Background: an optimization exercise with open tools, aiming at a short achievable clock period and few clock cycles. Do not read the settings as production practice. Where RTL was checked, it was by simulation tests only, not by an equivalence proof against the original. No activity file was given, so power comes from the tool's default toggle rates.

## red
## wblsm_core
module wblsm_core (
    input  wire        clk,
    input  wire        rst,
    input  wire [31:0] prog_len,
    output wire [31:0] prog_addr,
    input  wire [31:0] prog_data,
    output wire [1:0]  status,
    output wire [2:0]  cause,
    output wire [31:0] result,
    output wire [4:0]  depth
);
Size in the first run: roughly 17,000 cells after synthesis, ~1,900 flip-flops, ~140 I/O pins, about 130,000 um^2 of cells after synthesis.
export LEC_CHECK = 0
export ABC_CLOCK_PERIOD_IN_PS = 3000
export CAP_MARGIN = 20
export CORE_MARGIN = 2
export CORE_UTILIZATION = 45
export PLACE_DENSITY = 0.65
export SLEW_MARGIN = 20
export SYNTH_HIERARCHICAL = 1
create_clock -name core_clock -period 12.0 [get_ports {clk}]
standard.sh (not shown) runs the stock make flow with config.mk's settings and CLKGATE_MAP_FILE= SYNTH_SCRIPT=/design/flow/synth_recipe.tcl, a recipe that flattens the netlist after the stock synthesis.
==> flow/flow/run.sh <==
#!/bin/bash
# Standard synthesis, then the standard layout with timing repair aimed
# below the design's period (a larger setup margin).
set -euo pipefail
bash standard.sh synth > synth.log 2>&1
bash standard.sh SETUP_SLACK_MARGIN=8.5 finish > layout.log 2>&1
Testbench counts of red, summed over its fixed seeds: cycles 579,335.
> inputs changed (red -> blue)
--- a/flow/design.v
+++ b/flow/design.v
@@ -238,25 +238,24 @@
     wire [1:0] st_n = (e_run && eend) ? ST_END :
                       (x_load || x_write || x_push || x_call || x_div) ? ST_FAULT :
                       (e_run && eop[O_PANIC]) ? ST_PANIC : ST_RUN;
     wire [2:0] ca_n = (x_load || x_write) ? C_MEM_RANGE : x_push ? C_STACK_OVF :
                       x_call ? C_FRAME_OVF : x_div ? C_DIV_ZERO : C_NONE;
     wire xfer   = f_jump || call_w || ret_w;
     wire t_eq   = (T == ea);
     wire r_eq   = (fr_top == ea);
     wire x_eq   = ret_w ? r_eq : t_eq;
     wire stall  = ((m_fix || pfix) && ev) || nres || div_step || f_div ||
                   (f_ret && trunc2);
-    wire redir  = e_run && !epre && xfer;
-    wire x_kill = epre && xfer && x_eq;
-    wire [31:0] tgt = x_eq ? ea1 : f_ret ? fr_top : T;
+    wire redir  = e_run && (epre ? ((!xfer && !(f_ret && trunc2)) || (xfer && x_eq)) : xfer);
+    wire [31:0] tgt = (epre || x_eq) ? ea1 : f_ret ? fr_top : T;
     wire [3:0]  fp_n   = call_w ? fp + 4'd1 : ret_w ? fp - 4'd1 : fp;
     wire        x_ok   = dv && !d_end && e_run && !epre && !eend;
     wire        e_none = (eop == 15'd0);
     wire        jc_ok  = x_ok && ((eop[O_ADD] && has2 && !nred) ||
                                   (is_push && !full) || (e_none && has1));
     wire        rt_ok  = x_ok && has_frm &&
                          !(eop[O_JUMP] || eop[O_CALL] || eop[O_RET] ||
                            eop[O_DIV] || eop[O_MOD]);
     wire [31:0] fr_top_n = call_w ? ea1 : ret_w ? fr_next : fr_top;
     wire [4:0]  fb_top_n = call_w ? sp - 5'd1 : ret_w ? fb_next : fb_top;
     wire [31:0] jc_tgt = eop[O_ADD] ? add_val : is_push ? push_c : T;
@@ -383,23 +382,23 @@
                 dq   <= b6;
                 dr   <= b7;
             end else if (div_step) begin
                 dr   <= d_nr;
                 dq   <= {dq[29:0], d_qd};
                 dcnt <= dcnt + 5'd1;
             end else if (div_done) begin
                 dbusy <= 1'b0;
             end
             da <= pa;
             pa   <= pa_nx;
-            dv   <= !redir && !stall && !d_xfer && !x_kill;
+            dv   <= !redir && !stall && !d_xfer;
             epre <= d_xfer;
             eop  <= eop_nx;
             if (redir) begin
                 ev   <= 1'b0;
                 eend <= 1'b0;
             end else if (!stall) begin
                 ev   <= dv;
                 eend <= dv & d_end;
                 ea   <= da;
             end
         end
## What came out
- | net switching power figure | red vs blue | ≈ equal |
- Between red and blue, global-route usage decreased.
- Looking at slowest cell on the critical path, the sky130_fd_sc_hd__xnor2_1 result is from blue; the sky130_fd_sc_hd__fa_2 one comes from red.
- Against red, global placement routability congestion in blue fell by a few percent.
- blue went all the way through synthesis, placement and routing and the layout is clean on timing, DRC and antenna.
- Higher share of total power in combinational logic was reported by blue, not red.
- Compared with red, blue shows switching fraction of total power lower by 0.82 points.
- As far as placed cell area is concerned, blue and red perform about the same.
- Delta (blue minus red): detail-routed via count per cell now larger; via count now larger.
- blue reports a lower final worst slack than red does.
Testbench counts of blue, summed over its fixed seeds: cycles 579,335.

---

wblsm_core, a different RTL version from the one above (not shown whole).
For scale: ~17000 cells after synthesis, ~1900 flip-flops, about 130000 um^2 of cells after synthesis.
clock: 12.0 ns
lec_check: 0
abc_clock_period_in_ps: 3000
cap_margin: 20
core_margin: 2
core_utilization: 45
place_density: 0.65
slew_margin: 20
Scripts as last shown in full above: flow/flow/run.sh
Testbench counts at the start, summed over its fixed seeds: cycles 579,235.
Next try:
--- a/flow/design.v
+++ b/flow/design.v
@@ -247,29 +247,27 @@
     wire taken  = (f_jump && T != ea) || (call_w && T != ea) || (ret_w && fr_top != ea);
     wire stall  = ((m_fix || pfix) && ev) || nres || div_step || div_start ||
                   (f_ret && trunc2);
     wire redir  = e_run && (epre ? !(taken || (f_ret && trunc2)) : taken);
     wire [31:0] tgt = epre ? ea1 : f_ret ? fr_top : T;
     wire [3:0]  fp_n   = call_w ? fp + 4'd1 : ret_w ? fp - 4'd1 : fp;
     wire        x_ok   = dv && !d_end && !redir && !stall;
     wire        jc_ok  = x_ok && (sp_n != 5'd0) && (sT_hold || f_add2);
     wire        rt_ok  = x_ok && (fp_n != 4'd0);
-    wire        d_jcx  = d_jc && jc_ok;
-    wire        d_rtx  = d_rt && rt_ok;
-    wire        d_xfer = d_jcx || d_rtx;
+    wire        d_xfer = (d_jc && jc_ok) || (d_rt && rt_ok);
     wire [31:0] fr_top_n = call_w ? ea1 : ret_w ? fr_next : fr_top;
     wire [4:0]  fb_top_n = call_w ? sp - 5'd1 : ret_w ? fb_next : fb_top;
     wire [31:0] jc_tgt = sT_hold ? T : add_val;
+    wire [31:0] d_tgt  = prog_data[3] ? fr_top_n : jc_tgt;
     wire [31:0] pa_base = redir ? tgt : stall ? ea1 : pa + 32'd1;
     wire        ld_go  = !redir && !stall && dv && !d_end;
     wire        hold   = stall && !redir;
-    wire [31:0] pa_nx  = ({32{d_jcx}} & jc_tgt) | ({32{d_rtx}} & fr_top_n) |
-                         ({32{!d_xfer}} & pa_base);
+    wire [31:0] pa_nx  = d_xfer ? d_tgt : pa_base;
     always @(posedge clk)
         if (rst) pa_o <= 32'd0;
         else     pa_o <= pa_nx;
     always @(posedge clk) begin
         res_q <= run ? T_n : T;
         dep_q <= run ? sp_n : sp;
     end
     wire end_now = (st_n == ST_RUN) && !stall && !redir && !pend_n && !m_fix &&
                    dv && d_end;
=> Die area rose by 0.76%; sequential share of layout area fell by 0.62 points; worst setup slack got worse by 0.37 ns; critical path depth rose by 1; final area rose by about 2.5%.
Function not checked in the second run of this note: the RTL went through the layout flow alone.

-- static timing again, ports no longer ideal --
In the flow no input, the clock included, has a driving cell. The finished layouts below were timed again as built, in two steps. Step 1 sets driving cells, clkbuf_16 on the clock port and buf_2 on the other inputs (assumed; they add their load-dependent delay and slew). Step 2 times the ports against the registers' clock, not the clock port: input delays grow and output delays shrink by t, the midpoint of the rising clock arrivals with the driver on. a / b / c = ideal / step 1 / step 2; a / b = the first two.
run | t, ns | slack for setup (ns) | clock arrival spread, ns | worst register clock-pin slew, ns | worst slew at a driven data input, ns
red | 1.051 | 7.606 / 7.606 / 7.198 | 0.088 / 0.088 | 0.08 / 0.08 | 0.12
blue | 1.022 | 7.289 / 7.289 / 7.077 | 0.126 / 0.125 | 0.08 / 0.08 | 0.15
the first run of note 2 | 1.065 | 7.906 / 7.906 / 6.977 | 0.114 / 0.115 | 0.07 / 0.07 | 0.14
the second run of note 2 | 1.052 | 7.540 / 7.616 / 6.565 | 0.122 / 0.121 | 0.07 / 0.07 | 0.21
After both steps setup and hold are still met in every run listed. For the second run of note 2, which loses most, drivers alone change the setup slack by +0.076 ns; drivers and shift together by -0.975 ns.
